This design comes from an exercise in tuning for small area, a short achievable clock period and few clock cycles on the open sky130 flow, not from production work. At most, simulation tests tie the RTL to the original design; equivalence was not proved. Only the layout flow was run in runs 3 to 5; the RTL was not checked for function there. No activity file was given, so power comes from the tool's default toggle rates.

<file path="flow/config.mk">
export PLATFORM = sky130hd
export DESIGN_NAME = framecore_rx
export DESIGN_NICKNAME = framecore_rx
export VERILOG_FILES = /design/flow/design.v
export SDC_FILE = /design/flow/constraint.sdc
export NUM_CORES = 4
export LEC_CHECK = 0
export CAP_MARGIN = 20
export CORE_MARGIN = 2
export CORE_UTILIZATION = 40
export SETUP_SLACK_MARGIN = 1.8
export SLEW_MARGIN = 20
</file>
<file path="flow/constraint.sdc">
create_clock -name core_clock -period 5.0 [get_ports {clk}]
set_input_delay 1.0000 -clock core_clock [delete_from_list [all_inputs] [get_ports {clk}]]
set_output_delay 1.0000 -clock core_clock [all_outputs]
set_load 0.01 [all_outputs]
</file>
<file path="flow/design.v">
module framecore_rx (
    input  wire        clk,
    input  wire        rst,             
    input  wire        cfg_scheme,      
    input  wire [32:0] cfg_gen,
    input  wire [7:0]  cfg_tag_start,
    input  wire [7:0]  cfg_tag_stop,
    input  wire [7:0]  cfg_tag_esc,
    input  wire        in_valid,
    output wire        in_ready,
    input  wire [7:0]  in_data,
    output wire        out_valid,
    input  wire        out_ready,
    output wire        out_is_res,      
    output wire [7:0]  out_data,
    output wire [3:0]  out_result,
    output wire [31:0] out_rem,
    output wire [6:0]  out_len
);
    localparam MAXB = 68;               
    localparam NBUF = 67;               
    localparam R_FRAME = 3'd2;
    localparam R_EMPTY = 3'd3;
    localparam R_CDLM  = 3'd4;
    localparam R_ICF   = 3'd5;
    localparam R_OVER  = 3'd7;
    localparam A_SEEK    = 2'd0;
    localparam A_SEEKESC = 2'd1;
    localparam A_BODY    = 2'd2;
    localparam A_BESC    = 2'd3;
    localparam K_APP   = 2'd0;
    localparam K_BEGIN = 2'd1;
    localparam K_STOP  = 2'd2;
    localparam K_OVER  = 2'd3;
    reg  [32:0] g;
    reg  [4:0]  kk;
    wire        g_ok = g[32];
    wire [31:0] gk   = g[31:0];
    wire [5:0]  lsum = 6'd39 - {1'b0, kk};
    reg  [2:0]  code_len;                       
    always @(posedge clk) begin
        if (rst) begin
            g  <= cfg_scheme ? {2'b11, 31'd0} : cfg_gen;
            kk <= cfg_scheme ? 5'd31 : 5'd0;
        end else if (!g[32]) begin
            g  <= {g[31:0], 1'b0};
            kk <= kk + 5'd1;
        end
        code_len <= lsum[5:3];
    end
    reg  [1:0]  a_st;
    reg         act_v;
    reg  [1:0]  act_k;
    reg  [7:0]  act_b;
    reg  [7:0]  act_u;                  
    reg  [27:0] linv_r;
    reg  [7:0]  wptr, bstart, rptr;
    reg  [7:0]  cend;                   
    reg  [6:0]  bcnt;                   
    reg  [31:0] crc;
    reg         s0_v, s1_v, s2_v;       
    reg  [2:0]  s0_res, s1_res, s2_res;
    reg  [6:0]  s0_len, s1_len, s2_len;
    reg  [31:0] s0_rem, s1_rem;
    reg  [6:0]  s0_pay;                 
    reg  [4:0]  s0_sh;                  
    reg         s0_shown;
    reg         o_v, o_res;
    reg  [7:0]  o_data;
    reg  [7:0]  mem [0:NBUF-1];
    wire bfull  = (bcnt >= NBUF);
    wire full   = (wptr[6:0] == rptr[6:0]) && (wptr[7] != rptr[7]);
    wire sp_ok  = !full;
    wire pop    = o_v && o_res && out_ready;
    wire n_icf;
    wire q_room = !s1_v || (!s2_v && (pop || !n_icf)) || (pop && !n_icf);
    wire b_go   = act_v && (
                   (act_k == K_APP)   ? (sp_ok || bfull) :
                   (act_k == K_BEGIN) ? 1'b1 : q_room);
    reg  ir;
    assign in_ready = ir;
    wire take = in_valid && ir;
    wire is_start = (in_data == cfg_tag_start);
    wire is_stop  = (in_data == cfg_tag_stop);
    wire is_esc   = (in_data == cfg_tag_esc);
    wire a_full = (act_v && act_k == K_APP)   ? (bcnt == MAXB - 1) :
                  (act_v && act_k == K_BEGIN) ? 1'b0 : (bcnt == MAXB);
    reg  [1:0]  a_nst, a_nk;
    reg         a_mk;
    always @(*) begin
        a_nst = a_st;
        a_mk  = 1'b0;
        a_nk  = K_APP;
        case (a_st)
            A_SEEK: begin
                if (is_start) begin
                    a_nst = A_BODY;
                    a_mk  = 1'b1;
                    a_nk  = K_BEGIN;
                end else if (is_esc)
                    a_nst = A_SEEKESC;
            end
            A_SEEKESC: a_nst = A_SEEK;
            default: begin
                if (a_st == A_BODY && is_esc)
                    a_nst = A_BESC;
                else if (a_st == A_BODY && is_stop) begin
                    a_nst = A_SEEK;
                    a_mk  = 1'b1;
                    a_nk  = K_STOP;
                end else if (a_st == A_BODY && is_start) begin
                    a_mk  = 1'b1;
                    a_nk  = K_BEGIN;
                end else if (a_full) begin
                    a_nst = A_SEEK;
                    a_mk  = 1'b1;
                    a_nk  = K_OVER;
                end else begin
                    a_nst = A_BODY;
                    a_mk  = 1'b1;
                    a_nk  = K_APP;
                end
            end
        endcase
    end
    wire        act_v_n = (take && a_mk) || (act_v && !b_go);
    wire [1:0]  act_k_n = (take && a_mk) ? a_nk : act_k;
    wire [39:0] in_sh = {32'd0, in_data} << kk;
    reg  [7:0]  in_w;
    integer ia, ja;
    always @(*) begin
        for (ia = 0; ia < 8; ia = ia + 1) begin
            in_w[ia] = in_sh[39 - ia];
            for (ja = 0; ja < ia; ja = ja + 1)
                in_w[ia] = in_w[ia] ^ (in_sh[39 - ja] & linv_r[ia * (ia - 1) / 2 + ja]);
        end
    end
    always @(posedge clk) begin
        if (rst) begin
            a_st  <= A_SEEK;
            act_v <= 1'b0;
        end else begin
            act_v <= act_v_n;
            act_k <= act_k_n;
            if (take) begin
                act_b <= in_data;
                act_u <= in_w;
                a_st  <= a_nst;
            end
        end
    end
    reg  [7:0]  linv [0:7];             
    reg  [27:0] linv_n;
    integer i, j, m;
    always @(*) begin
        for (i = 0; i < 8; i = i + 1) begin
            linv[i] = 8'd0;
            linv[i][i] = 1'b1;
            for (m = 0; m < i; m = m + 1)
                if (gk[32 - i + m]) linv[i] = linv[i] ^ linv[m];
        end
        for (i = 1; i < 8; i = i + 1)
            for (j = 0; j < i; j = j + 1)
                linv_n[i * (i - 1) / 2 + j] = linv[i][j];
    end
    always @(posedge clk) linv_r <= linv_n;
    wire [39:0] inj = {32'd0, act_b} << kk;
    reg  [31:0] crc_n;
    reg  [7:0]  top;
    always @(*) begin
        for (i = 0; i < 8; i = i + 1) begin
            top[i] = crc[31 - i] ^ act_u[i];
            for (j = 0; j < i; j = j + 1)
                top[i] = top[i] ^ (crc[31 - j] & linv_r[i * (i - 1) / 2 + j]);
        end
        crc_n = {crc[23:0], 8'd0} ^ inj[31:0];
        for (m = 0; m < 8; m = m + 1)
            if (top[m]) crc_n = crc_n ^ (gk << (7 - m));
    end
    function [7:0] inc67(input [7:0] p);
        inc67 = (p[6:0] == NBUF - 1) ? {~p[7], 7'd0} : {p[7], p[6:0] + 7'd1};
    endfunction
    wire        short_b = (bcnt < {4'd0, code_len});
    wire        crc_bad = (crc != 32'd0);
    wire [6:0]  pay     = bcnt - {4'd0, code_len};
    wire [7:0]  cb_dif  = {1'b0, bstart[6:0]} - {5'd0, code_len};
    wire [7:0]  cb      = cb_dif[7] ? {~bstart[7], cb_dif[6:0] + 7'd67} : {bstart[7], cb_dif[6:0]};
    wire        good    = (bcnt != 7'd0) && !short_b && !crc_bad;
    wire        push   = act_v && act_k[1];
    wire        wr     = act_v && act_k == K_APP && sp_ok && !bfull;
    reg  [2:0]  n_res;
    always @(*) begin
        if (act_k == K_OVER)    n_res = R_OVER;
        else if (bcnt == 7'd0)  n_res = R_EMPTY;
        else if (short_b)       n_res = R_CDLM;
        else if (crc_bad)       n_res = R_ICF;
        else                    n_res = R_FRAME;
    end
    wire        n_frame = (n_res == R_FRAME);
    assign      n_icf   = (n_res == R_ICF);
    wire [6:0]  s1_pay = (s1_v && s1_res == R_FRAME) ? s1_len : 7'd0;
    always @(posedge clk) begin
        if (wr) mem[wptr[6:0]] <= act_b;
    end
    always @(posedge clk) begin
        if (rst) begin
            wptr   <= 8'd0;
            bstart <= 8'd0;
            bcnt   <= 7'd0;
            crc    <= 32'd0;
        end else begin
            if (b_go) begin
                case (act_k)
                    K_APP: begin
                        bcnt <= bcnt + 7'd1;
                        crc  <= crc_n;
                        cend <= inc67(cend);
                        if (!bfull) wptr <= inc67(wptr);
                    end
                    K_BEGIN: begin
                        bcnt <= 7'd0;
                        crc  <= 32'd0;
                        cend <= cb;
                        wptr <= bstart;
                    end
                    default: begin
                        bcnt <= 7'd0;
                        if (act_k == K_STOP && good) begin
                            wptr   <= cend;
                            bstart <= cend;
                        end else
                            wptr <= bstart;
                    end
                endcase
            end
        end
    end
    wire o_free = !o_v || out_ready;
    wire rd     = o_free && s0_v && (s0_pay != 7'd0);
    wire at0 = pop ? !s1_v : !s0_v;
    wire at1 = pop ? (s1_v && !s2_v) : (s0_v && !s1_v);
    wire at2 = pop ? s2_v : (s1_v && !s2_v);
    always @(posedge clk) begin
        if (rst) begin
            s0_v     <= 1'b0;
            s1_v     <= 1'b0;
            s2_v     <= 1'b0;
            s0_pay   <= 7'd0;
            s0_sh    <= 5'd0;
            s0_shown <= 1'b0;
            rptr     <= 8'd0;
            o_v      <= 1'b0;
            o_res    <= 1'b0;
        end else begin
            if (pop || (!s0_v && push)) begin
                s0_shown <= 1'b0;
                if (pop && s1_v) begin
                    s0_v   <= 1'b1;
                    s0_res <= s1_res;
                    s0_len <= s1_len;
                    s0_pay <= s1_pay;
                    s0_rem <= s1_rem;
                    s0_sh  <= (s1_res == R_ICF) ? kk : 5'd0;
                end else begin
                    s0_v   <= push;
                    s0_res <= n_res;
                    s0_len <= pay;
                    s0_pay <= (push && n_frame) ? pay : 7'd0;
                    s0_rem <= crc;
                    s0_sh  <= (push && n_icf) ? kk : 5'd0;
                end
            end else begin
                if (s0_sh != 5'd0) begin
                    s0_rem <= {1'b0, s0_rem[31:1]};
                    s0_sh  <= s0_sh - 5'd1;
                end
                if (rd) s0_pay <= s0_pay - 7'd1;
                if (o_free && s0_v && s0_pay == 7'd0 && s0_sh == 5'd0)
                    s0_shown <= 1'b1;
            end
            if (push && at1) begin
                s1_v   <= 1'b1;
                s1_res <= n_res;
                s1_len <= pay;
                s1_rem <= crc;
            end else if (pop) begin
                s1_v   <= s2_v;
                s1_res <= s2_res;
                s1_len <= s2_len;
                s1_rem <= 32'd0;        
            end
            if (push && at2 && !n_icf) begin
                s2_v   <= 1'b1;
                s2_res <= n_res;
                s2_len <= pay;
            end else if (pop)
                s2_v <= 1'b0;
            if (rd) rptr <= inc67(rptr);
            if (o_free) begin
                if (rd) begin
                    o_v    <= 1'b1;
                    o_res  <= 1'b0;
                    o_data <= mem[rptr[6:0]];
                end else if (s0_v && !s0_shown && s0_sh == 5'd0 && !pop) begin
                    o_v    <= 1'b1;
                    o_res  <= 1'b1;
                end else
                    o_v <= 1'b0;
            end
        end
    end
    wire g_ok_n  = rst ? (cfg_scheme || cfg_gen[32]) : (g[32] || g[31]);
    wire b_go_c  = act_v && (
                   (act_k == K_APP)   ? (sp_ok || bfull) :
                   (act_k == K_BEGIN) ? 1'b1 : (!s1_v || (pop && !s2_v)));
    wire av_c    = (take && a_mk) || (act_v && !b_go_c);
    wire s1_free = !s1_v && !(act_v && act_k[1]);
    wire [7:0] wnx = inc67(wptr);
    wire sp_ok_n = !full && !((wnx[6:0] == rptr[6:0]) && (wnx[7] != rptr[7]));
    always @(posedge clk) begin
        if (rst)
            ir <= g_ok_n;
        else
            ir <= g_ok_n && (!av_c ||
                  ((act_k_n == K_APP)   ? sp_ok_n :
                   (act_k_n == K_BEGIN) ? 1'b1 : s1_free));
    end
    assign out_valid  = o_v;
    assign out_is_res = o_res;
    assign out_data   = o_data;
    assign out_result = {1'b0, s0_res};
    assign out_rem    = s0_rem;
    assign out_len    = s0_len;
endmodule
</file>
<file path="flow/run.sh">
#!/bin/bash
# synth_recipe.tcl (not shown) runs the flow's synth.tcl, then flattens the netlist and writes it again
# the make line also repeats each setting of config.mk as NAME=value (left out here)
make -C /OpenROAD-flow-scripts/flow DESIGN_CONFIG=/design/flow/config.mk WORK_HOME=/design/flow/orfs CLKGATE_MAP_FILE= SYNTH_SCRIPT=/design/flow/synth_recipe.tcl finish
</file>
==> impl_results.md, run 1 <==
* Clock Root Buffer: clkbuf_16
* Initial DRC count at 2,728
* Hold buffers post-CTS at 0
* Setup Viol. Count Final at 0
* Critical path, cell by cell: or3_4, o21ai_1, nand3_2, nor3_4, nand2_2, nor2_1, buf_4
* Gr usage total at 0.204
* Slew Viols, Final at 0
* Worst Path Required at 5350 ps
* Final Hold Fails at 0
* Clock Latency Late Sink at 690 ps
* Setup skew after layout at 62.3 ps
* Number of global-route vias before repair at 23,200
* Initial antenna violation count at 1
* CP max-delay cell: or3_4
* Gr busiest metal: met2
* Max-Slew Margin vs Limit at 0.394
* Ports at approximately 120
* Synth-to-layout area growth at 15.6%
* Nets at roughly 3,000
* Largest net degree at the start of global routing at slightly above 70
* Critical path buffers and inverters at 1
* Fillers at slightly above 8,000
* Pleak at roughly 14 nW
* Final worst slack at around 1800 ps
* Die Wd at about 310 um
* Routed WL at 100 mm
* Setup CP Type: register to register
* CTS sink cnt at between 700 and 800
* Area leader, netlist: edfxtp_1
* IO Port Bufs at between 100 and 150
* Maximum VDD drop at about 0.25 mV
* RSZ-0062 raised after global routing: yes
* Share of layout cells above drive strength 1 at 0.168
* Post-layout util at 0.466
* Post-DR vias/cell at 5.59
* H-tree levels at 3
* Pre-Repair DR Iteration Count at 6
* Remaining antenna violation count at 0
* Worst setup EP type: register
* Yosys cell types at between 80 and 90
* Syn avg cell area at about 14 um^2
* Max Cap Viol at 0
* Pwr Total at about 16 mW
* Hold_ws at slightly below 500 ps
* DR WL/cell at about 24 um
* Fin Setup TNS at 0 ps
* Total gr overflow at 0
* DPL Wire Length at ~65 mm
* CP top delay family: simple AND/OR/NAND/NOR gates
* Synthesized cell area at 0.0382 mm^2
* Met3 Use GR at 0.0299
* Power density over the cells at about 360 mW/mm^2
* Synth Register Bits at 797
* Synth Warn # at 2
* Core footprint at ~0.095 mm^2
* Post-synth EDFFs at 700
* Worst-margin pin slew at about 900 ps
* DRC viols at 0
* M2 GR Usage at 0.327
* CTS tree: yes
* Met1 Resource Use GR at 0.291
* Initial Util at 0.403
* Num CTS Buffers at 86
* Via count at about 24,000
* Async SR Flop Fraction at 0
* Critical Path Max Stage Delay at between 400 and 500 ps
* Max Fclk at between 300 and 400 MHz
* Crit path launch type: register
* RD Place Congestion at about 0.9
* Status: timing/DRC/antenna clean
* Die area at ~0.098 mm^2
* Fin crit share at 0.632
* Syn Nets at between 2,000 and 3,000
* Tightest Hold Check Type: register to register
* Final min period at ~3200 ps
* Ys flop type: edfxtp_1
* First-pass GRT wire length at about 150 mm
* Die Span Y at around 310 um
* Post-synthesis sequential area ratio at 0.601
* Pre-CTS setup slack at roughly 1200 ps
* Gate Count Post-Synth at 2,777
* Area share of the leading cell type in the synthesized netlist at 0.551
* Crit-path max FO at 9
* Placement Rows at around 110
* Max Root-Sink Buffers at 3
* Arrival time worst endpoint at approximately 3500 ps
* CTS clk-pin slew, worst paths at about 60 ps
* Main area contributors after synthesis: edfxtp_1, mux4_2, dfxtp_1, xnor2_1, nand2_1
==> power by group <==
part | internal, mW | switching [mW] | leakage (nW)
registers | 7.44 | 0.237 | 7.16
clock network | 3.59 | 2.69 | 1.36
logic | 0.881 | 0.947 | 5.86
total | 11.9 | 3.88 | 14.4
==> synthesized netlist by cell type (4+ instances only) <==
master and instances:
a211oi_1 19, a21oi_1 55, a221oi_1 10, a222oi_1 4
a22o_1 55, a22oi_1 10, a31oi_1 5, a32oi_1 23
and2_1 41, and3_1 8, buf_1 18, buf_2 39
buf_4 5, buf_6 5, clkbuf_1 120, dfxtp_1 97
edfxtp_1 700, ha_1 21, inv_1 37, mux2_2 22
mux2i_1 60, mux4_2 169, nand2_1 400, nand2b_1 21
nand3_1 34, nand4_1 13, nor2_1 184, nor2b_1 15
nor3_1 14, nor4_1 11, nor4b_1 8, o21ai_0 116
o22ai_1 17, o2bb2ai_1 4, or2_2 5, or3_1 7
xnor2_1 217, xnor3_1 32, xor2_1 94
==> path summary, 6_finish.rpt <==
| check | start | to | slack, ps | cells after the start |
|---|---|---|---|---|
| worst min register to register | bstart[0] | bstart[0] | 480 | 2 |
| worst max register to register | bcnt[3] | mem[26][1] | 1840 | 7 |
| worst max-delay path | bcnt[3] | mem[26][1] | 1840 | 7 |
| worst min-delay path | bstart[0] | bstart[0] | 480 | 2 |
==> tightest hold or removal path, stage by stage (launching register included) <==
cell and delay, ps:
dfxtp_1 320, nand2_1 60, a21oi_1 50
==> per-stage QoR <==
| step | cell area [um^2] | std cells |
|---|---|---|
| floorplan | 38200 | 2777 |
| global placement | 40700 | 4035 |
| detailed placement | 40700 | 4035 |
| CTS | 44000 | 4199 |
| global route | 44100 | 4204 |
| finish | 44100 | 4205 |
==> layout by cell type (no fill, tap or decap), types with 32 or more instances in the layout <==
cell type          n
a21oi_1           55
a22o_1            55
and2_1            40
buf_4             52
clkbuf_16         88
clkdlybuf4s50_1  121
dfxtp_1           89
edfxtp_1         700
inv_1             36
mux2i_1           60
mux4_2           169
nand2_1          392
nand3_1           32
nor2_1           124
nor2_4            37
o21ai_0          115
xnor2_1          215
xor2_1            93
==> registers in the layout, indices dropped and copies added, names as in the netlist, 32 cells and up <==
name	count
crc	32
g	33
mem	536
s0_rem	32
s1_rem	32
==> logic make-up after synthesis <==
| logic type | Yosys count | share of synthesized area |
|---|---|---|
| other | 1 | 0.0000982 |
| and+or+nand+nor | 779 | 0.0901 |
| adders and majority gates | 23 | 0.00793 |
| DFF | 797 | 0.601 |
| xor gates and xnor gates | 345 | 0.0913 |
| muxes | 251 | 0.122 |
| buffers and inverters | 228 | 0.0252 |
| AOI/OAI and AO/OA | 353 | 0.0620 |
==> layer usage <==
| layer | part of all wire | vias up |
|---|---|---|
| li1 | - | 10500 |
| met1 | 0.43 | 12000 |
| met2 | 0.48 | 917 |
| met3 | 0.067 | 128 |
| met4 | 0.023 | 0 |
| met5 | 0 | - |
==> final cells by class <==
type,count,area [um^2],area share
multi-input combinational,1752,14700,0.334
clock inverter,50,522,0.0118
tap,1265,1580,0.0359
sequential,797,23000,0.521
timing repair buffer,190,1860,0.0421
inverter,41,154,0.00349
clock buffer,109,2290,0.0519
antenna,1,2.50,0.0000567
==> timing repair <==
item / in CTS / in global routing
pin swaps: 1 / 3
resized for setup: 107 / 22
buffers inserted: 5 / 5
setup endpoints to repair: 550 / 282
Testbench counts, summed over its fixed seeds: cycles 10,124.
==> inputs of run 2 (changes only) <==
--- a/flow/config.mk
+++ b/flow/config.mk
@@ -8,5 +8,5 @@
 export CAP_MARGIN = 20
 export CORE_MARGIN = 2
 export CORE_UTILIZATION = 40
-export SETUP_SLACK_MARGIN = 1.8
+export SETUP_SLACK_MARGIN = 2.2
 export SLEW_MARGIN = 20
==> impl_results.md, run 2 <==
* Post-route insts no fill at between 4,000 and 5,000
* Core footprint at roughly 0.095 mm^2
* First-pass GRT wire length at 153 mm
* Largest register FFs at 536
* Synth Area in Simple Gates at 0.0901
* Register area at between 0.02 and 0.025 mm^2
* Initial DRC count at 2,799
* DR WL/cell at about 25 um
* Pre-CTS setup slack at 1070 ps
* Remaining antenna violation count at 0
* Critical Path Max Stage Delay at around 550 ps
* Async SR Flop Fraction at 0
* Fin crit share at 0.598
* Max Cap Viol at 0
* CP max-delay cell: mux4_2
* Commonest cells after routing, fill and taps aside: edfxtp_1, nand2_1, xnor2_1
* CTS sink cnt at 797
* Setup Viol. Count Final at 0
* Status: timing/DRC/antenna clean
* Syn Nets at roughly 2,900
* Gate Count Post-Synth at about 2,800
* DRC viols at 0
* Compound-cell area share of the yosys netlist at 0.0620
* RSZ-0062 raised after global routing: yes
* Xor/xnor share of the synthesized area at 0.0913
* Clock Root Buffer: clkbuf_16
* Ports at roughly 120
* Commonest non-fill, non-tap cell in the layout: edfxtp_1
* Setup CP Type: register to register
* Nets at slightly above 3,000
* Ys flop type: edfxtp_1
* Yosys cell types at slightly above 80
* Area leader, netlist: edfxtp_1
* Post-synth EDFFs at 700
* Main area contributors after synthesis: edfxtp_1, mux4_2, dfxtp_1, xnor2_1, nand2_1
* Worst-margin pin slew at about 1100 ps
* Placement Rows at about 110
* Via count at around 24,000
* Synth Register Bits at 797
* Die Span Y at approximately 310 um
* Max-Slew Margin vs Limit at 0.281
* Setup skew after layout at between 60 and 70 ps
* Multi-input logic area at approximately 0.015 mm^2
* Critical path, cell by cell: clkbuf_16, buf_12, buf_16, mux4_2, mux4_2, mux4_2, mux2_2
* Fin Setup TNS at 0 ps
* H-tree levels at 3
* Pre-Repair DR Iteration Count at 6
* Synth-to-layout area growth at 21.3%
* CP top delay family: multiplexers
* Initial antenna violation count at 1
* Number of global-route vias before repair at between 20,000 and 25,000
* Worst Path Required at roughly 5400 ps
* Gr usage total at 0.206
* Clock Latency Late Sink at slightly below 700 ps
* Max Root-Sink Buffers at 3
* ANT cells at 0
* Max Fclk at 335 MHz
* Num CTS Buffers at 85
* Routed WL at between 100 and 150 mm
* RD Place Congestion at about 0.92
* Top-count cell post-synth: edfxtp_1
* Post-synthesis sequential area ratio at 0.601
* Maximum VDD drop at about 0.28 mV
* Worst setup EP type: register
* Die Wd at 313 um
* Share of layout cells above drive strength 1 at 0.223
* Tightest Hold Check Type: register to register
* Commonest cells in the synthesized netlist: edfxtp_1, nand2_1, xnor2_1
* Initial Util at 0.403
* Pleak at about 15 nW
* Fillers at approximately 8,000
* Power density over the cells at 344 mW/mm^2
* Synth Area in Adders at 0.00793
* CTS tree: yes
* Total gr overflow at 0
* DP Cell Count at 4,023
* Crit path launch type: register
* Die area at 0.0979 mm^2
* Largest family of logic cells by synthesized area: multiplexers
* Synth Warn # at 2
* Post-DR vias/cell at about 5.7
* Largest net degree at the start of global routing at 70
* Synthesized cell area at 0.0382 mm^2
* Critical path buffers and inverters at 3
* Syn avg cell area at 13.7 um^2
* CTS clk-pin slew, worst paths at 70 ps
* Crit-path max FO at 7
* Final worst slack at 2010 ps
* Mux contribution to synthesized area at 0.122
* Final min period at 2990 ps
* Final Hold Fails at 0
* DPL Wire Length at 65.1 mm
* Area share of the leading cell type in the synthesized netlist at 0.551
* Arrival time worst endpoint at around 3400 ps
* Slew Viols, Final at 0
* IO Port Bufs at approximately 120
* Most frequent CP cell: mux4_2
run 2: cell families (layout without fill, tap and decap cells):
family / after synthesis / in the layout
simple gates: 779 / 780
compound gates: 353 / 353
other cells: 1 / 1
fa+ha+maj: 23 / 23
flops: 797 / 797
buf+inv: 228 / 486
mux: 251 / 251
xor+xnor: 345 / 349
run 2: cell type report:
type / count / share of cell area
clock buffer: 106 / 0.0485
clock inverter: 52 / 0.0117
inverter: 41 / 0.00365
multi-input combinational: 1757 / 0.334
sequential: 797 / 0.497
tap: 1265 / 0.0342
timing repair buffer: 286 / 0.0704
timing repair inverter: 1 / 0.000162
run 2: timing repair:
item | 4_1_cts | 5_1_grt
setup buffers | 43 | 57
pin swaps | 10 | 26
setup endpoints to repair | 681 | 434
gates resized for setup | 229 | 77
cloned | 10 | 14
hold buffers | 0 | 0
run 2: metal layers:
metal,vias up,GRT usage,routed length [um]
li1,10700,-,-
met1,12400,0.301,45400
met2,1113,0.330,50000
met3,157,0.0271,8510
met4,0,0.0493,2320
met5,-,0,0
run 2: path summary, 6_finish.rpt:
| path | start | endpoint | slack (ps) | cells after the start |
|---|---|---|---|---|
| hold reg to reg | bstart[2] | wptr[2] | 480 | 2 |
| setup / recovery | rptr[0] | o_data[3] | 2010 | 7 |
| setup reg to reg | rptr[0] | o_data[3] | 2010 | 7 |
| hold / removal | bstart[2] | wptr[2] | 480 | 2 |
run 2: power breakdown:
group | total [mW] | switching, mW | leakage (nW) | internal (mW)
registers | 7.67 | 0.238 | 7.16 | 7.44
clock network | 6.27 | 2.72 | 1.35 | 3.55
logic | 1.98 | 1.01 | 6.88 | 0.969
run 2: per-stage QoR:
stage | total power [mW] | util | cell area [um^2] | hold WS, ps
6_report | 15.9 | 0.489 | 46300 | 477
5_1_grt | 16.5 | 0.489 | 46300 | 495
4_1_cts | 15.9 | 0.476 | 45100 | 482
3_5_place_dp | 9.62 | 0.430 | 40700 | 473
3_3_place_gp | 9.58 | 0.429 | 40700 | 464
2_1_floorplan | 8.97 | - | 38300 | 361
run 2: tightest hold or removal path, stage by stage, from the launching register on:
cell and delay (ps):
dfxtp_1 320, nand2_1 60, a311oi_1 80
==> inputs of run 3 (changes only) <==
--- a/flow/design.v
+++ b/flow/design.v
@@ -68,12 +68,25 @@
     reg         o_v, o_res;
     reg  [7:0]  o_data;
     reg  [7:0]  mem [0:NBUF-1];
-    wire bfull  = (bcnt >= NBUF);
+    reg  [7:0]  rbyte;
+    wire [7:0]  rptr_n;
+    reg  [7:0]  rsel;
+    integer ri;
+    always @(*) begin
+        rsel = 8'd0;
+        for (ri = 0; ri < NBUF; ri = ri + 1)
+            rsel = rsel | (mem[ri] & {8{rptr_n[6:0] == ri}});
+    end
+    always @(posedge clk) rbyte <= rsel;
+    reg  bfull;                         
     wire full   = (wptr[6:0] == rptr[6:0]) && (wptr[7] != rptr[7]);
-    wire sp_ok  = !full;
+    reg  sp_ok;
     wire pop    = o_v && o_res && out_ready;
     wire n_icf;
     wire q_room = !s1_v || (!s2_v && (pop || !n_icf)) || (pop && !n_icf);
+    wire go_app = act_v && act_k == K_APP && (sp_ok || bfull);
+    wire go_beg = act_v && act_k == K_BEGIN;
+    wire go_end = act_v && act_k[1] && q_room;
     wire b_go   = act_v && (
                    (act_k == K_APP)   ? (sp_ok || bfull) :
                    (act_k == K_BEGIN) ? 1'b1 : q_room);
@@ -183,8 +196,8 @@
     wire        short_b = (bcnt < {4'd0, code_len});
     wire        crc_bad = (crc != 32'd0);
     wire [6:0]  pay     = bcnt - {4'd0, code_len};
-    wire [7:0]  cb_dif  = {1'b0, bstart[6:0]} - {5'd0, code_len};
-    wire [7:0]  cb      = cb_dif[7] ? {~bstart[7], cb_dif[6:0] + 7'd67} : {bstart[7], cb_dif[6:0]};
+    wire [7:0]  pe_dif  = {1'b0, cend[6:0]} - {5'd0, code_len};
+    wire [7:0]  pend    = pe_dif[7] ? {~cend[7], pe_dif[6:0] + 7'd67} : {cend[7], pe_dif[6:0]};
     wire        good    = (bcnt != 7'd0) && !short_b && !crc_bad;
     wire        push   = act_v && act_k[1];
     wire        wr     = act_v && act_k == K_APP && sp_ok && !bfull;
@@ -207,36 +220,37 @@
             wptr   <= 8'd0;
             bstart <= 8'd0;
             bcnt   <= 7'd0;
+            bfull  <= 1'b0;
             crc    <= 32'd0;
         end else begin
-            if (b_go) begin
-                case (act_k)
-                    K_APP: begin
-                        bcnt <= bcnt + 7'd1;
-                        crc  <= crc_n;
-                        cend <= inc67(cend);
-                        if (!bfull) wptr <= inc67(wptr);
-                    end
-                    K_BEGIN: begin
-                        bcnt <= 7'd0;
-                        crc  <= 32'd0;
-                        cend <= cb;
-                        wptr <= bstart;
-                    end
-                    default: begin
-                        bcnt <= 7'd0;
-                        if (act_k == K_STOP && good) begin
-                            wptr   <= cend;
-                            bstart <= cend;
-                        end else
-                            wptr <= bstart;
-                    end
-                endcase
+            if (go_app) begin
+                bcnt <= bcnt + 7'd1;
+                if (bcnt == NBUF - 1) bfull <= 1'b1;
+                crc  <= crc_n;
+                cend <= inc67(cend);
+                if (!bfull) wptr <= inc67(wptr);
+            end
+            if (go_beg) begin
+                bcnt <= 7'd0;
+                bfull <= 1'b0;
+                crc  <= 32'd0;
+                cend <= bstart;
+                wptr <= bstart;
+            end
+            if (go_end) begin
+                bcnt <= 7'd0;
+                bfull <= 1'b0;
+                if (act_k == K_STOP && good) begin
+                    wptr   <= pend;
+                    bstart <= pend;
+                end else
+                    wptr <= bstart;
             end
         end
     end
     wire o_free = !o_v || out_ready;
     wire rd     = o_free && s0_v && (s0_pay != 7'd0);
+    assign rptr_n = rd ? inc67(rptr) : rptr;
     wire at0 = pop ? !s1_v : !s0_v;
     wire at1 = pop ? (s1_v && !s2_v) : (s0_v && !s1_v);
     wire at2 = pop ? s2_v : (s1_v && !s2_v);
@@ -295,12 +309,12 @@
                 s2_len <= pay;
             end else if (pop)
                 s2_v <= 1'b0;
-            if (rd) rptr <= inc67(rptr);
+            rptr <= rptr_n;
             if (o_free) begin
                 if (rd) begin
                     o_v    <= 1'b1;
                     o_res  <= 1'b0;
-                    o_data <= mem[rptr[6:0]];
+                    o_data <= rbyte;
                 end else if (s0_v && !s0_shown && s0_sh == 5'd0 && !pop) begin
                     o_v    <= 1'b1;
                     o_res  <= 1'b1;
@@ -316,7 +330,8 @@
     wire av_c    = (take && a_mk) || (act_v && !b_go_c);
     wire s1_free = !s1_v && !(act_v && act_k[1]);
     wire [7:0] wnx = inc67(wptr);
-    wire sp_ok_n = !full && !((wnx[6:0] == rptr[6:0]) && (wnx[7] != rptr[7]));
+    wire sp_ok_n = !full && !((wnx[6:0] == rptr[6:0]) && (wnx[7] != rptr[7]) && wr);
+    always @(posedge clk) sp_ok <= rst || sp_ok_n;
     always @(posedge clk) begin
         if (rst)
             ir <= g_ok_n;
--- a/flow/config.mk
+++ b/flow/config.mk
@@ -8,5 +8,8 @@
 export CAP_MARGIN = 20
 export CORE_MARGIN = 2
 export CORE_UTILIZATION = 40
+export CTS_BUF_LIST = sky130_fd_sc_hd__clkbuf_8 sky130_fd_sc_hd__clkbuf_16
+export CTS_CLUSTER_DIAMETER = 50
+export CTS_CLUSTER_SIZE = 20
 export SETUP_SLACK_MARGIN = 2.2
 export SLEW_MARGIN = 20
==> impl_results.md, run 3 <==
* Setup CP Type: register to register
* Setup skew after layout at approximately 26 ps
* Commonest cells after routing, fill and taps aside: edfxtp_1, nand2_1, buf_4
* Setup Viol. Count Final at 0
* Worst-margin pin slew at about 1100 ps
* Routed wl met2 at between 60 and 70 mm
* DRC viols at 0
* Max Cap Viol at 0
* DR WL/cell at approximately 29 um
* Fillers at 8,278
* Maximum VDD drop at around 0.28 mV
* Synth-to-layout area growth at 26.4%
* CTS sink cnt at approximately 800
* Async SR Flop Fraction at 0
* DR top layer: met4
* Synth Register Bits at 807
* Most frequent CP cell: buf_6
* Die area at between 0.09 and 0.1 mm^2
* RSZ-0062 raised after global routing: yes
* Final min period at between 3000 and 4000 ps
* Met1 WL at 57.3 mm
* Worst setup EP type: register
* Hold Path End: o_data[1]
* CP max-delay cell: or4b_4
* Commonest cells in the synthesized netlist: edfxtp_1, nand2_1, nor2_1
* Num CTS Buffers at 87
* Top-count cell post-synth: edfxtp_1
* Main area contributors after synthesis: edfxtp_1, dfxtp_1, xnor2_1, nand2_1, xor2_1
* Crit-path max FO at 6
* First-pass GRT wire length at ~200 mm
* Initial antenna violation count at 1
* DPL Wire Length at about 100 mm
* Hold wc startpoint: rbyte[1]
* CTS clk-pin slew, worst paths at 80 ps
* Initial Util at 0.404
* Initial DRC count at between 4,000 and 5,000
* Largest net degree at the start of global routing at 70
* Area share of the leading cell type in the synthesized netlist at 0.547
* Hold buffers post-CTS at 0
* Yosys cell types at slightly below 100
* Fin crit share at 0.732
* Final Hold Fails at 0
* Ys flop type: edfxtp_1
* Syn avg cell area at 11.8 um^2
* Arrival time worst endpoint at roughly 4200 ps
* R2R Setup Slk at between 1000 and 1500 ps
* Max-Slew Margin vs Limit at 0.273
* Final instance area at between 0.04 and 0.05 mm^2
* R2R Path End: rbyte[2]
* Routed WL at 143 mm
* Ports at about 120
* Die Span Y at 314 um
* Gr usage total at 0.284
* Post-synthesis sequential area ratio at 0.603
* Status: timing/DRC/antenna clean
* Nets at 3,747
* Post-DP Area at roughly 0.043 mm^2
* Critical Path Max Stage Delay at around 500 ps
* Max Root-Sink Buffers at 3
* Pre-Repair DR Iteration Count at 6
* Syn Nets at 3,354
* IO Port Bufs at about 120
* Gate Count Post-Synth at around 3,300
* Worst Path Required at 5540 ps
* Slew Viols, Final at 0
* Pwr Total at between 15 and 20 mW
* Pleak at between 15 and 20 nW
* H-tree levels at 3
* Commonest non-fill, non-tap cell in the layout: edfxtp_1
* Core footprint at ~0.095 mm^2
* Share of layout cells above drive strength 1 at 0.224
* Hold Crit Depth at 0
* Max Fclk at 273 MHz
* Post-DR vias/cell at ~6.0
* Tightest Hold Check Type: register to register
* Via count at 30,000
* R2R depth at 15
* Clock Root Buffer: clkbuf_16
* Placement Rows at around 110
* Largest register FFs at approximately 540
* Post-synth EDFFs at 700
* CTS tree: yes
* Synthesized cell area at between 0.03 and 0.04 mm^2
* DR WL met3 at about 16 mm
* Remaining antenna violation count at 0
* Clock Latency Late Sink at around 670 ps
* Critical R2R Launch: s0_pay[1]
* Area leader, netlist: edfxtp_1
* Synth Warn # at 2
* Critical path, cell by cell: inv_2, ha_4, or4b_4, o211ai_4, buf_12, buf_6, buf_6, or3_4, buf_4, a21oi_4, a22o_1, a32o_2, nor4_1, nand4_1, or4_1
* Crit path launch type: register
* Die Wd at ~310 um
* RD Place Congestion at around 1.0
* Number of global-route vias before repair at roughly 29,000
* Power density over the cells at 339 mW/mm^2
* Total gr overflow at 0
[run 3: changes by cell type after synthesis, moves of 35 or more]
cell	before	now
a21oi_1	55	104
a22oi_1	10	99
a32oi_1	23	79
clkbuf_1	120	157
mux4_2	169	0
nand2_1	400	444
nand3_1	34	85
nor2_1	184	242
xor2_1	94	129
[run 3: through the flow]
| stage | TNS, ps | worst slack (ps) | hold slack (ps) | util | instances |
|---|---|---|---|---|---|
| after floorplan | 0 | 1430 | 346 | - | 3261 |
| after global placement | -240 | -215 | 462 | 0.448 | 4692 |
| after detailed placement | -348 | -305 | 467 | 0.448 | 4692 |
| after global routing | 0 | 1240 | 461 | 0.511 | 4994 |
| after CTS | 0 | 1380 | 473 | 0.503 | 4963 |
| final | 0 | 1340 | 462 | 0.511 | 4996 |
[run 3: worst max-delay path by stage]
stage | from | endpoint | slack (ps) | cells past startpoint
3_5_place_dp | out_ready | rbyte[5] | -310 | 11
4_1_cts | s0_pay[1] | rbyte[2] | 1380 | 15
6_report | s0_pay[1] | rbyte[2] | 1340 | 15
5_1_grt | s0_pay[1] | rbyte[2] | 1240 | 14
3_3_place_gp | out_ready | rbyte[5] | -210 | 10
2_1_floorplan | out_ready | rbyte[6] | 1430 | 10
[run 3: power breakdown]
group	internal, mW	switching, mW	leakage, nW
Combinational	0.816	0.984	7.94
Sequential	7.51	0.230	7.33
Clock	3.72	3.20	1.53
Total	12.0	4.42	16.8
[run 3: worst max-delay path: cells and delay by family, from the launching register on]
kind / cells / cell delay (ps)
simple gates: 5 / 1750
compound gates: 4 / 780
buf+inv: 5 / 540
flops: 1 / 320
fa+ha+maj: 1 / 140
[run 3: metal layers]
layer / up-vias / track usage
met2: 1855 / 0.433
met4: 0 / 0.122
li1: 13000 / -
met1: 14800 / 0.393
met3: 375 / 0.0608
met5: - / 0
[run 3: cell families after synthesis]
kind of cell	synth area share
other cells	0.0000977
fa+ha+maj	0.00789
compound gates	0.129
xor+xnor	0.0875
flops	0.603
simple gates	0.126
mux	0.0216
buf+inv	0.0245
[run 3: repair_timing]
item | in CTS | in global routing
endpoints found under the setup margin | 669 | 284
pin swaps | 61 | 32
buffers inserted | 105 | 30
gates resized for setup | 286 | 97
cloned | 2 | 1
[run 3: cell type report]
type	count	area, um^2	share of cell area
timing repair inverter	1	7.51	0.000155
inverter	42	164	0.00338
clock buffer	92	2300	0.0474
tap	1265	1580	0.0326
multi-input combinational	2214	15900	0.329
sequential	807	23200	0.478
clock inverter	72	808	0.0167
antenna	2	5.00	0.000103
timing repair buffer	501	4490	0.0925
==> inputs of run 4 (changes only) <==
--- a/flow/config.mk
+++ b/flow/config.mk
@@ -8,8 +8,8 @@
 export CAP_MARGIN = 20
 export CORE_MARGIN = 2
 export CORE_UTILIZATION = 40
-export CTS_BUF_LIST = sky130_fd_sc_hd__clkbuf_8 sky130_fd_sc_hd__clkbuf_16
-export CTS_CLUSTER_DIAMETER = 50
-export CTS_CLUSTER_SIZE = 20
+export CTS_BUF_LIST = sky130_fd_sc_hd__clkbuf_8
+export CTS_CLUSTER_DIAMETER = 40
+export CTS_CLUSTER_SIZE = 16
 export SETUP_SLACK_MARGIN = 2.2
 export SLEW_MARGIN = 20
==> impl_results.md, run 4 <==
* DPL Wire Length at 97.6 mm
* Core footprint at approximately 0.095 mm^2
* Number of global-route vias before repair at approximately 29,000
* CTS clk-pin slew, worst paths at 90 ps
* Die Wd at 314 um
* Area share of the leading cell type in the synthesized netlist at 0.547
* Arrival time worst endpoint at roughly 4300 ps
* Maximum VDD drop at approximately 0.25 mV
* Commonest non-fill, non-tap cell in the layout: edfxtp_1
* Largest register FFs at around 540
* Placement Rows at roughly 110
* Multi-input logic area at approximately 0.016 mm^2
* Initial antenna violation count at 3
* Syn Nets at between 3,000 and 4,000
* Pwr Total at 15.3 mW
* Setup Viol. Count Final at 0
* H-tree levels at 3
* Ys flop type: edfxtp_1
* Slew Viols, Final at 0
* Worst-margin pin slew at approximately 1100 ps
* RSZ-0062 raised after global routing: yes
* Post-route insts no fill at between 5,000 and 6,000
* Post-synth EDFFs at 700
* Synth Area in Adders at 0.00789
* Worst setup EP type: register
* Nets at about 3,800
* Async SR Flop Fraction at 0
* Final instance area at between 0.04 and 0.05 mm^2
* Max Fclk at approximately 270 MHz
* Synth Warn # at 2
* Commonest cells after routing, fill and taps aside: edfxtp_1, nand2_1, buf_4
* DP Cell Count at approximately 4,700
* Clock Latency Late Sink at between 700 and 800 ps
* Synth Area in Simple Gates at 0.126
* Routed WL at between 100 and 150 mm
* Initial Util at 0.404
* Max Cap Viol at 0
* Initial DRC count at roughly 4,500
* Worst Path Required at ~5600 ps
* Clock Root Buffer: clkbuf_8
* Area leader, netlist: edfxtp_1
* Register area at about 0.023 mm^2
* RD Place Congestion at between 1 and 1.5
* Fin crit share at 0.728
* Status: timing/DRC/antenna clean
* Crit-path max FO at 4
* Syn avg cell area at approximately 12 um^2
* Mux contribution to synthesized area at 0.0216
* Max-Slew Margin vs Limit at 0.278
* Setup skew after layout at roughly 55 ps
* Post-layout util at 0.503
* DR WL/cell at 28.2 um
* Largest net degree at the start of global routing at 70
* Post-DR vias/cell at just under 6
* Xor/xnor share of the synthesized area at 0.0875
* Final min period at between 3000 and 4000 ps
* Max Root-Sink Buffers at 3
* CTS tree: yes
* Final worst slack at 1360 ps
* Synth Register Bits at around 800
* Synth-to-layout area growth at 24.4%
* Setup CP Type: register to register
* Crit path launch type: register
* Via count at 30,000
* Ports at ~120
* Pre-CTS setup slack at -305 ps
* Share of layout cells above drive strength 1 at 0.224
* Compound-cell area share of the yosys netlist at 0.129
* Yosys cell types at slightly below 100
* Gate Count Post-Synth at around 3,300
* Post-DP Area at 0.0426 mm^2
* Remaining antenna violation count at 0
* Final Hold Fails at 0
* Synthesized cell area at about 0.038 mm^2
* First-pass GRT wire length at between 200 and 250 mm
* Commonest cells in the synthesized netlist: edfxtp_1, nand2_1, nor2_1
* Total gr overflow at 0
* Main area contributors after synthesis: edfxtp_1, dfxtp_1, xnor2_1, nand2_1, xor2_1
* Power density over the cells at roughly 320 mW/mm^2
* Die Span Y at 314 um
* Fillers at about 8,400
* IO Port Bufs at ~120
* Pre-Repair DR Iteration Count at 6
* CTS sink cnt at about 810
* Top-count cell post-synth: edfxtp_1
* Num CTS Buffers at 110
* Pleak at between 15 and 20 nW
* Largest family of logic cells by synthesized area: compound AO/OA/AOI/OAI gates
* Gr usage total at 0.283
* Tightest Hold Check Type: register to register
* Die area at 0.0985 mm^2
* Post-synthesis sequential area ratio at 0.603
* DRC viols at 0
==> run 4: changes by cell type in the layout (fill, tap and decap cells not counted), sizes merged, moves of 4 or more <==
cell      change
buf           -6
bufinv        +4
clkbuf       +20
clkinv        +6
clkinvlp      +7
inv           +7
==> run 4: what timing repair did <==
action | CTS | global route
cloned | 2 | 0
buffers inserted | 93 | 38
hold buffers | 0 | 0
pin swaps | 46 | 33
gates resized for setup | 240 | 87
endpoints found under the setup margin | 599 | 325
==> run 4: cell type report <==
| cell class | count | share of cell area |
|---|---|---|
| repair buffers | 497 | 0.0948 |
| clock inverters | 96 | 0.0215 |
| well taps | 1265 | 0.0331 |
| flip-flops and latches | 807 | 0.486 |
| diodes | 3 | 0.000157 |
| multi-input cells | 2213 | 0.329 |
| clock buffers | 112 | 0.0323 |
| inverters | 42 | 0.00343 |
| repair inverters | 1 | 0.000157 |
==> run 4: kinds of logic (layout without fill, tap and decap cells) <==
kind of cell / after synthesis / after routing
xor+xnor: 370 / 370
fa+ha+maj: 23 / 23
other cells: 1 / 4
buf+inv: 241 / 748
flops: 807 / 807
compound gates: 682 / 682
mux: 80 / 80
simple gates: 1057 / 1057
==> run 4: path summary, 6_finish.rpt <==
| check | from | end | slack [ps] | cells after the start |
|---|---|---|---|---|
| setup / recovery | s0_pay[0] | rbyte[2] | 1360 | 15 |
| hold / removal | rbyte[2] | o_data[2] | 460 | 0 |
| setup reg to reg | s0_pay[0] | rbyte[2] | 1360 | 15 |
| hold reg to reg | rbyte[2] | o_data[2] | 460 | 0 |
==> run 4: critical path, stage by stage (launching register included) <==
cell	delay [ps]
dfxtp_2	340
inv_2	40
ha_4	160
nor4b_4	120
buf_4	170
a2111oi_4	310
buf_6	170
mux2i_4	290
buf_8	160
nor3_1	100
a22oi_2	270
o31ai_1	110
buf_4	140
nor4_2	250
nand4_1	290
or4_1	570
==> run 4: routing by layer <==
| layer | GRT usage | vias up | wire [um] |
|---|---|---|---|
| li1 | - | 13100 | - |
| met1 | 0.394 | 14800 | 57500 |
| met2 | 0.435 | 1844 | 63400 |
| met3 | 0.0585 | 319 | 15000 |
| met4 | 0.114 | 2 | 6230 |
| met5 | 0 | - | 8 |
==> run 4: power breakdown <==
part           total (mW)  internal (mW)  switching (mW)
registers            7.74           7.51           0.234
clock network        5.82           2.71            3.12
logic                1.79          0.808           0.978
==> run 4: per-stage QoR <==
stage | hold slack [ps] | setup TNS (ps)
after floorplan | 346 | 0
after global placement | 462 | -240
after detailed placement | 467 | -348
after global routing | 437 | 0
after CTS | 463 | 0
final | 457 | 0
==> inputs of run 5 (changes only) <==
--- a/flow/design.v
+++ b/flow/design.v
@@ -18,7 +18,7 @@
     output wire [6:0]  out_len
 );
     localparam MAXB = 68;               
-    localparam NBUF = 67;               
+    localparam NBUF = 68;               
     localparam R_FRAME = 3'd2;
     localparam R_EMPTY = 3'd3;
     localparam R_CDLM  = 3'd4;
@@ -55,40 +55,47 @@
     reg  [7:0]  act_u;                  
     reg  [27:0] linv_r;
     reg  [7:0]  wptr, bstart, rptr;
-    reg  [7:0]  cend;                   
     reg  [6:0]  bcnt;                   
+    reg         bz;                     
+    reg         blt;                    
     reg  [31:0] crc;
     reg         s0_v, s1_v, s2_v;       
     reg  [2:0]  s0_res, s1_res, s2_res;
     reg  [6:0]  s0_len, s1_len, s2_len;
     reg  [31:0] s0_rem, s1_rem;
     reg  [6:0]  s0_pay;                 
+    reg         s0_pnz;                 
     reg  [4:0]  s0_sh;                  
     reg         s0_shown;
     reg         o_v, o_res;
     reg  [7:0]  o_data;
     reg  [7:0]  mem [0:NBUF-1];
-    reg  [7:0]  rbyte;
-    wire [7:0]  rptr_n;
-    reg  [7:0]  rsel;
+    reg  [5:0]  eptr, optr;
+    reg  [7:0]  rb_e, rb_o;
+    reg  [7:0]  sel_e, sel_o;
     integer ri;
     always @(*) begin
-        rsel = 8'd0;
-        for (ri = 0; ri < NBUF; ri = ri + 1)
-            rsel = rsel | (mem[ri] & {8{rptr_n[6:0] == ri}});
+        sel_e = 8'd0;
+        sel_o = 8'd0;
+        for (ri = 0; ri < NBUF / 2; ri = ri + 1) begin
+            sel_e = sel_e | (mem[2 * ri]     & {8{eptr == ri}});
+            sel_o = sel_o | (mem[2 * ri + 1] & {8{optr == ri}});
+        end
+    end
+    always @(posedge clk) begin
+        rb_e <= sel_e;
+        rb_o <= sel_o;
     end
-    always @(posedge clk) rbyte <= rsel;
-    reg  bfull;                         
     wire full   = (wptr[6:0] == rptr[6:0]) && (wptr[7] != rptr[7]);
     reg  sp_ok;
     wire pop    = o_v && o_res && out_ready;
     wire n_icf;
     wire q_room = !s1_v || (!s2_v && (pop || !n_icf)) || (pop && !n_icf);
-    wire go_app = act_v && act_k == K_APP && (sp_ok || bfull);
+    wire go_app = act_v && act_k == K_APP && sp_ok;
     wire go_beg = act_v && act_k == K_BEGIN;
     wire go_end = act_v && act_k[1] && q_room;
     wire b_go   = act_v && (
-                   (act_k == K_APP)   ? (sp_ok || bfull) :
+                   (act_k == K_APP)   ? sp_ok :
                    (act_k == K_BEGIN) ? 1'b1 : q_room);
     reg  ir;
     assign in_ready = ir;
@@ -190,21 +197,24 @@
         for (m = 0; m < 8; m = m + 1)
             if (top[m]) crc_n = crc_n ^ (gk << (7 - m));
     end
-    function [7:0] inc67(input [7:0] p);
-        inc67 = (p[6:0] == NBUF - 1) ? {~p[7], 7'd0} : {p[7], p[6:0] + 7'd1};
+    function [7:0] incb(input [7:0] p);
+        incb = (p[6:0] == NBUF - 1) ? {~p[7], 7'd0} : {p[7], p[6:0] + 7'd1};
+    endfunction
+    function [5:0] inc34(input [5:0] p);
+        inc34 = (p == NBUF / 2 - 1) ? 6'd0 : p + 6'd1;
     endfunction
-    wire        short_b = (bcnt < {4'd0, code_len});
+    wire        short_b = blt;
     wire        crc_bad = (crc != 32'd0);
     wire [6:0]  pay     = bcnt - {4'd0, code_len};
-    wire [7:0]  pe_dif  = {1'b0, cend[6:0]} - {5'd0, code_len};
-    wire [7:0]  pend    = pe_dif[7] ? {~cend[7], pe_dif[6:0] + 7'd67} : {cend[7], pe_dif[6:0]};
-    wire        good    = (bcnt != 7'd0) && !short_b && !crc_bad;
+    wire [7:0]  pe_dif  = {1'b0, wptr[6:0]} - {5'd0, code_len};
+    wire [7:0]  pend    = pe_dif[7] ? {~wptr[7], pe_dif[6:0] + NBUF[6:0]} : {wptr[7], pe_dif[6:0]};
+    wire        good    = !bz && !blt && !crc_bad;
     wire        push   = act_v && act_k[1];
-    wire        wr     = act_v && act_k == K_APP && sp_ok && !bfull;
+    wire        wr     = go_app;
     reg  [2:0]  n_res;
     always @(*) begin
         if (act_k == K_OVER)    n_res = R_OVER;
-        else if (bcnt == 7'd0)  n_res = R_EMPTY;
+        else if (bz)            n_res = R_EMPTY;
         else if (short_b)       n_res = R_CDLM;
         else if (crc_bad)       n_res = R_ICF;
         else                    n_res = R_FRAME;
@@ -220,26 +230,28 @@
             wptr   <= 8'd0;
             bstart <= 8'd0;
             bcnt   <= 7'd0;
-            bfull  <= 1'b0;
+            bz     <= 1'b1;
+            blt    <= 1'b1;
             crc    <= 32'd0;
         end else begin
             if (go_app) begin
                 bcnt <= bcnt + 7'd1;
-                if (bcnt == NBUF - 1) bfull <= 1'b1;
+                bz   <= 1'b0;
+                blt  <= (bcnt + 7'd1 < {4'd0, code_len});
                 crc  <= crc_n;
-                cend <= inc67(cend);
-                if (!bfull) wptr <= inc67(wptr);
+                wptr <= incb(wptr);
             end
             if (go_beg) begin
                 bcnt <= 7'd0;
-                bfull <= 1'b0;
+                bz   <= 1'b1;
+                blt  <= 1'b1;
                 crc  <= 32'd0;
-                cend <= bstart;
                 wptr <= bstart;
             end
             if (go_end) begin
                 bcnt <= 7'd0;
-                bfull <= 1'b0;
+                bz   <= 1'b1;
+                blt  <= 1'b1;
                 if (act_k == K_STOP && good) begin
                     wptr   <= pend;
                     bstart <= pend;
@@ -249,8 +261,7 @@
         end
     end
     wire o_free = !o_v || out_ready;
-    wire rd     = o_free && s0_v && (s0_pay != 7'd0);
-    assign rptr_n = rd ? inc67(rptr) : rptr;
+    wire rd     = o_free && s0_pnz;
     wire at0 = pop ? !s1_v : !s0_v;
     wire at1 = pop ? (s1_v && !s2_v) : (s0_v && !s1_v);
     wire at2 = pop ? s2_v : (s1_v && !s2_v);
@@ -260,9 +271,12 @@
             s1_v     <= 1'b0;
             s2_v     <= 1'b0;
             s0_pay   <= 7'd0;
+            s0_pnz   <= 1'b0;
             s0_sh    <= 5'd0;
             s0_shown <= 1'b0;
             rptr     <= 8'd0;
+            eptr     <= 6'd0;
+            optr     <= 6'd0;
             o_v      <= 1'b0;
             o_res    <= 1'b0;
         end else begin
@@ -273,6 +287,7 @@
                     s0_res <= s1_res;
                     s0_len <= s1_len;
                     s0_pay <= s1_pay;
+                    s0_pnz <= (s1_pay != 7'd0);
                     s0_rem <= s1_rem;
                     s0_sh  <= (s1_res == R_ICF) ? kk : 5'd0;
                 end else begin
@@ -280,6 +295,7 @@
                     s0_res <= n_res;
                     s0_len <= pay;
                     s0_pay <= (push && n_frame) ? pay : 7'd0;
+                    s0_pnz <= push && n_frame && (pay != 7'd0);
                     s0_rem <= crc;
                     s0_sh  <= (push && n_icf) ? kk : 5'd0;
                 end
@@ -288,7 +304,10 @@
                     s0_rem <= {1'b0, s0_rem[31:1]};
                     s0_sh  <= s0_sh - 5'd1;
                 end
-                if (rd) s0_pay <= s0_pay - 7'd1;
+                if (rd) begin
+                    s0_pay <= s0_pay - 7'd1;
+                    s0_pnz <= (s0_pay != 7'd1);
+                end
                 if (o_free && s0_v && s0_pay == 7'd0 && s0_sh == 5'd0)
                     s0_shown <= 1'b1;
             end
@@ -309,12 +328,16 @@
                 s2_len <= pay;
             end else if (pop)
                 s2_v <= 1'b0;
-            rptr <= rptr_n;
+            if (rd) begin
+                rptr <= incb(rptr);
+                if (rptr[0]) optr <= inc34(optr);
+                else         eptr <= inc34(eptr);
+            end
             if (o_free) begin
                 if (rd) begin
                     o_v    <= 1'b1;
                     o_res  <= 1'b0;
-                    o_data <= rbyte;
+                    o_data <= rptr[0] ? rb_o : rb_e;
                 end else if (s0_v && !s0_shown && s0_sh == 5'd0 && !pop) begin
                     o_v    <= 1'b1;
                     o_res  <= 1'b1;
@@ -325,11 +348,11 @@
     end
     wire g_ok_n  = rst ? (cfg_scheme || cfg_gen[32]) : (g[32] || g[31]);
     wire b_go_c  = act_v && (
-                   (act_k == K_APP)   ? (sp_ok || bfull) :
+                   (act_k == K_APP)   ? sp_ok :
                    (act_k == K_BEGIN) ? 1'b1 : (!s1_v || (pop && !s2_v)));
     wire av_c    = (take && a_mk) || (act_v && !b_go_c);
     wire s1_free = !s1_v && !(act_v && act_k[1]);
-    wire [7:0] wnx = inc67(wptr);
+    wire [7:0] wnx = incb(wptr);
     wire sp_ok_n = !full && !((wnx[6:0] == rptr[6:0]) && (wnx[7] != rptr[7]) && wr);
     always @(posedge clk) sp_ok <= rst || sp_ok_n;
     always @(posedge clk) begin
--- a/flow/config.mk
+++ b/flow/config.mk
@@ -8,8 +8,8 @@
 export CAP_MARGIN = 20
 export CORE_MARGIN = 2
 export CORE_UTILIZATION = 40
-export CTS_BUF_LIST = sky130_fd_sc_hd__clkbuf_8
-export CTS_CLUSTER_DIAMETER = 40
-export CTS_CLUSTER_SIZE = 16
+export CTS_BUF_LIST = sky130_fd_sc_hd__clkbuf_16
+export CTS_CLUSTER_DIAMETER = 70
+export CTS_CLUSTER_SIZE = 30
 export SETUP_SLACK_MARGIN = 2.2
 export SLEW_MARGIN = 20
==> impl_results.md, run 5 <==
* Area share of the leading cell type in the synthesized netlist at 0.554
* Crit-path max FO at 14
* Gr usage total at 0.235
* Maximum VDD drop at approximately 0.25 mV
* Crit path to: mem[37][7]
* Die area at 0.0973 mm^2
* Post-DR vias/cell at approximately 5.8
* Clock Root Buffer: clkbuf_16
* Hold_ws at 477 ps
* Placement Rows at 112
* Post-route insts no fill at about 4,500
* Fin Setup TNS at 0 ps
* Routed WL at ~120 mm
* Fin crit share at 0.567
* Num CTS Buffers at 50
* CTS sink cnt at between 800 and 900
* Syn Nets at between 3,000 and 4,000
* Die Span Y at roughly 310 um
* Synth-to-layout area growth at 15.1%
* Post-synth EDFFs at 700
* Max Fclk at 353 MHz
* IO Port Bufs at 122
* Number of global-route vias before repair at approximately 25,000
* RD Place Congestion at about 0.9
* Total gr overflow at 0
* Remaining antenna violation count at 0
* Setup skew after layout at approximately 64 ps
* Nets at approximately 3,300
* Commonest non-fill, non-tap cell in the layout: edfxtp_1
* Post-synthesis sequential area ratio at 0.622
* R2R Setup Slk at 2160 ps
* Initial Util at 0.405
* Worst-margin pin slew at between 1000 and 1500 ps
* Max Cap Viol at 0
* Largest net degree at the start of global routing at 69
* Syn avg cell area at around 12 um^2
* DPL Wire Length at about 77 mm
* Critical path, cell by cell: nor3b_1, and2_2, nand3_2, nor2_4
* CP max-delay cell: edfxtp_1
* CTS tree: yes
* Setup Viol. Count Final at 0
* Critical Path Max Stage Delay at approximately 590 ps
* R2R depth at 4
* Worst setup EP type: register
* Ys flop type: edfxtp_1
* Power density over the cells at 334 mW/mm^2
* Final min period at roughly 2800 ps
* Core footprint at ~0.094 mm^2
* ANT cells at 0
* Top-count cell post-synth: edfxtp_1
* DR WL/cell at 25.9 um
* H-tree levels at 2
* Synthesized cell area at roughly 0.038 mm^2
* Setup CP Type: register to register
* Via count at approximately 26,000
* Final Hold Fails at 0
* Commonest cells in the synthesized netlist: edfxtp_1, nand2_1, nor2_1
* Share of layout cells above drive strength 1 at 0.121
* Critical R2R Launch: act_k[1]
* Initial antenna violation count at 2
* Largest register FFs at ~540
* Synth Register Bits at a little over 800
* First-pass GRT wire length at roughly 170 mm
* Worst Setup SP: act_k[1]
* Main area contributors after synthesis: edfxtp_1, dfxtp_1, xnor2_1, nand2_1, a22oi_1
* RSZ-0062 raised after global routing: yes
* Synth Warn # at 2
* Slew Viols, Final at 0
* Die Wd at about 310 um
* Fillers at 8,519
* Ports at between 100 and 150
* Initial DRC count at just over 3,000
* Pwr Total at between 10 and 15 mW
* Yosys cell types at 75
* Commonest cells after routing, fill and taps aside: edfxtp_1, nand2_1, xnor2_1
* Arrival time worst endpoint at approximately 3200 ps
* Clock Latency Late Sink at approximately 670 ps
* Pre-Repair DR Iteration Count at 6
* Status: timing/DRC/antenna clean
* R2R Path End: mem[37][7]
* DP Cell Count at 4,378
* Async SR Flop Fraction at 0
* Max-Slew Margin vs Limit at 0.245
* CTS clk-pin slew, worst paths at 90 ps
* Area leader, netlist: edfxtp_1
* Gate Count Post-Synth at between 3,000 and 4,000
* Crit path launch type: register
* DRC viols at 0
* Tightest Hold Check Type: register to register
* Worst Path Required at ~5300 ps
* Max Root-Sink Buffers at 3
* Pleak at ~14 nW
-- run 5: cell types whose count changed in the layout (fill, tap and decap cells not counted), sizes merged, moves of 42 or more --
cell | previous run | this run
buf | 375 | 104
a22oi | 99 | 180
a32oi | 79 | 19
clkbuf | 112 | 54
and3 | 22 | 71
mux2i | 60 | 15
o21ai | 124 | 82
-- run 5: through the flow --
step           instance area, um^2   util  worst slack, ps
5_1_grt                      43700  0.466             2130
3_5_place_dp                 40600  0.433             1120
3_3_place_gp                 40600  0.433             1150
2_1_floorplan                38000      -             2180
4_1_cts                      43000  0.460             1990
6_report                     43700  0.466             2160
-- run 5: what timing repair did --
item / 4_1_cts / 5_1_grt
cloned: 1 / 2
gates resized for setup: 131 / 102
endpoints found under the hold margin: 0 / 0
pin swaps: 8 / 19
setup endpoints to repair: 545 / 584
hold buffers: 0 / 0
setup buffers: 19 / 16
-- run 5: cell families (layout without fill, tap and decap cells) --
group | Yosys count | count (layout) | synth area share
XOR/XNOR | 349 | 352 | 0.0927
buffers and inverters | 233 | 356 | 0.0243
AND/OR/NAND/NOR | 1045 | 1045 | 0.124
AO/OA/AOI/OAI | 602 | 602 | 0.114
multiplexers | 41 | 41 | 0.0126
adder cells (fa/ha/maj) | 30 | 30 | 0.0103
flip-flops | 829 | 829 | 0.622
other | 1 | 1 | 0.0000989
-- run 5: critical path: cells and delay by family (launching register included) --
family	cells	cell delay, ps
flip-flops	1	590
AND/OR/NAND/NOR	4	1910
-- run 5: routing by layer --
layer  routed length (um)  part of all wire  global-route usage  up-vias
met2                56700              0.48               0.389     1161
met3                 9160             0.078              0.0365      156
met1                48100              0.41               0.320    13100
met5                   27           0.00023                   0        -
met4                 2960             0.025              0.0626        4
li1                     -                 -                   -    11800
-- run 5: cell type report --
| cell class | count | area [um^2] | share of cell area |
|---|---|---|---|
| clock buffer | 51 | 1280 | 0.0292 |
| clock inverter | 43 | 564 | 0.0129 |
| inverter | 37 | 139 | 0.00318 |
| multi-input combinational | 2071 | 14400 | 0.329 |
| sequential | 829 | 23700 | 0.542 |
| tap | 1254 | 1570 | 0.0359 |
| timing repair buffer | 225 | 2080 | 0.0477 |
-- run 5: power breakdown --
group	leakage, nW	internal [mW]	switching (mW)
Clock	0.889	2.22	2.61
Sequential	7.44	7.68	0.249
Combinational	6.12	0.883	0.928
-- run 5: worst min-delay path by stage --
stage               from         end  slack, ps  cells after the start
2_1_floorplan      g[31]  linv_r[20]        360                      0
3_3_place_gp   bstart[2]   bstart[2]        460                      2
3_5_place_dp   bstart[5]   bstart[5]        460                      2
4_1_cts        bstart[2]   bstart[2]        480                      2
5_1_grt        bstart[0]   bstart[0]        510                      2
6_report       bstart[2]   bstart[2]        480                      2
==> inputs of run 6 (changes only) <==
--- a/flow/design.v
+++ b/flow/design.v
@@ -91,7 +91,8 @@
     wire pop    = o_v && o_res && out_ready;
     wire n_icf;
     wire q_room = !s1_v || (!s2_v && (pop || !n_icf)) || (pop && !n_icf);
-    wire go_app = act_v && act_k == K_APP && sp_ok;
+    reg  act_app;                       
+    wire go_app = act_app && sp_ok;
     wire go_beg = act_v && act_k == K_BEGIN;
     wire go_end = act_v && act_k[1] && q_room;
     wire b_go   = act_v && (
@@ -159,8 +160,10 @@
         if (rst) begin
             a_st  <= A_SEEK;
             act_v <= 1'b0;
+            act_app <= 1'b0;
         end else begin
             act_v <= act_v_n;
+            act_app <= act_v_n && act_k_n == K_APP;
             act_k <= act_k_n;
             if (take) begin
                 act_b <= in_data;
--- a/flow/config.mk
+++ b/flow/config.mk
@@ -11,5 +11,5 @@
 export CTS_BUF_LIST = sky130_fd_sc_hd__clkbuf_16
 export CTS_CLUSTER_DIAMETER = 70
 export CTS_CLUSTER_SIZE = 30
-export SETUP_SLACK_MARGIN = 2.2
+export SETUP_SLACK_MARGIN = 2.35
 export SLEW_MARGIN = 20
==> impl_results.md, run 6 <==
* Max Cap Viol at 0
* Xor/xnor share of the synthesized area at 0.0911
* DPL Wire Length at approximately 79 mm
* Remaining antenna violation count at 0
* Setup Viol. Count Final at 0
* Largest net degree at the start of global routing at between 70 and 80
* Critical Path Max Stage Delay at just over 900 ps
* ANT cells at 0
* Final Hold Fails at 0
* Pre-CTS setup slack at approximately 1400 ps
* Num CTS Buffers at 48
* Compound-cell area share of the yosys netlist at 0.112
* Crit-path max FO at 12
* Via count at around 27,000
* Worst Path Required at 5270 ps
* First-pass GRT wire length at roughly 170 mm
* Die area at roughly 0.098 mm^2
* Arrival time worst endpoint at ~3000 ps
* Power density over the cells at between 300 and 400 mW/mm^2
* Status: timing/DRC/antenna clean
* Top-count cell post-synth: edfxtp_1
* Die Span Y at about 310 um
* Multi-input logic area at about 0.015 mm^2
* Nets at ~3,400
* Gr usage total at 0.236
* Initial Util at 0.403
* Clock Latency Late Sink at 660 ps
* Placement Rows at about 110
* Register area at ~0.024 mm^2
* Ys flop type: edfxtp_1
* Synth-to-layout area growth at 16.7%
* Initial DRC count at between 3,000 and 4,000
* Hold wc startpoint: s0_shown
* Commonest cells in the synthesized netlist: edfxtp_1, nand2_1, nor2_1
* Syn avg cell area at about 12 um^2
* Clock Root Buffer: clkbuf_16
* Final min period at 2740 ps
* Area leader, netlist: edfxtp_1
* Commonest non-fill, non-tap cell in the layout: edfxtp_1
* CTS clk-pin slew, worst paths at around 100 ps
* H-tree levels at 2
* Pre-Repair DR Iteration Count at 6
* Largest family of logic cells by synthesized area: simple AND/OR/NAND/NOR gates
* CTS tree: yes
* Area share of the leading cell type in the synthesized netlist at 0.550
* Fillers at about 8,400
* Worst setup EP type: register
* Ports at ~120
* Synth Area in Simple Gates at 0.120
* DRC viols at 0
* Post-synth EDFFs at 700
* DR WL/cell at approximately 26 um
* Total gr overflow at 0
* Synth Area in Adders at 0.0105
* Largest register FFs at ~540
* Die Wd at around 310 um
* Worst-margin pin slew at between 1000 and 1500 ps
* Setup skew after layout at around 44 ps
* Critical path, cell by cell: nor2b_1, nand3_1, nor2_1
* Synth Warn # at 2
* Worst Setup SP: wptr[5]
* Share of layout cells above drive strength 1 at 0.165
* Crit path launch type: register
* Final worst slack at 2260 ps
* Maximum VDD drop at 0.261 mV
* Gate Count Post-Synth at between 3,000 and 4,000
* Fin Setup TNS at 0 ps
* Post-DR vias/cell at around 5.8
* Hold_ws at about 460 ps
* Hold buffers post-CTS at 0
* Pleak at approximately 15 nW
==> run 6: cell types whose count changed after synthesis, moves of 6 or more <==
cell      before  now
a211oi_1      13   19
a31oi_1       35    5
and2_1        18   12
buf_2         20   32
clkbuf_1     157  144
mux2i_1       15   54
nand2_1      461  417
nand3_1       50   56
nor2_1       247  226
o21ai_0       77  109
xnor2_1      209  199
==> run 6: cell families (layout without fill, tap and decap cells) <==
kind of cell	after synthesis	count (layout)
AO/OA/AOI/OAI	598	599
XOR/XNOR	342	344
adder cells (fa/ha/maj)	31	31
buffers and inverters	234	412
flip-flops	830	830
multiplexers	78	79
other	1	1
AND/OR/NAND/NOR	1003	1003
==> run 6: worst paths after layout <==
path                                    to  slack [ps]  cells past startpoint
worst max-delay path            mem[60][4]        2260                      3
worst min register to register    s0_shown         460                      2
worst min-delay path              s0_shown         460                      2
worst max register to register  mem[60][4]        2260                      3
==> run 6: repair_timing <==
action	4_1_cts	5_1_grt
gates cloned	3	6
endpoints found under the hold margin	0	0
pin swaps	26	61
buffers inserted	45	50
setup endpoints to repair	338	237
resized for setup	146	187
==> run 6: area by class of cell <==
type / count / area share
inverter: 36 / 0.00328
timing repair buffer: 288 / 0.0607
clock inverter: 38 / 0.00954
sequential: 830 / 0.532
clock buffer: 49 / 0.0275
multi-input combinational: 2057 / 0.331
tap: 1265 / 0.0355
timing repair inverter: 1 / 0.000168
==> run 6: metrics by stage <==
| stage | instance area [um^2] | cells | power, mW |
|---|---|---|---|
| 6_report | 44600 | 4564 | 14.4 |
| 3_5_place_dp | 40700 | 4371 | 9.80 |
| 3_3_place_gp | 40700 | 4369 | 9.78 |
| 5_1_grt | 44600 | 4564 | 14.9 |
| 4_1_cts | 43300 | 4506 | 14.3 |
| 2_1_floorplan | 38300 | 3117 | 9.17 |
==> run 6: worst max-delay path: cells and delay by family, from the launching register on <==
family	cells	cell delay [ps]
flops	1	610
simple gates	3	1760
==> run 6: power breakdown <==
part | switching [mW] | internal, mW | leakage [nW]
sequential | 0.242 | 7.68 | 7.46
combinational | 1.00 | 0.940 | 7.09
clock | 2.60 | 1.95 | 0.824
total | 3.85 | 10.6 | 15.4
==> run 6: layer usage <==
metal  vias up  track usage  share of wire
met2      1259        0.397           0.49
li1      11900            -              -
met4         2       0.0626          0.031
met5         -            0       0.000066
met3       218       0.0351          0.079
met1     13300        0.319           0.40
Testbench counts of run 6, summed over its fixed seeds: cycles 10,123.
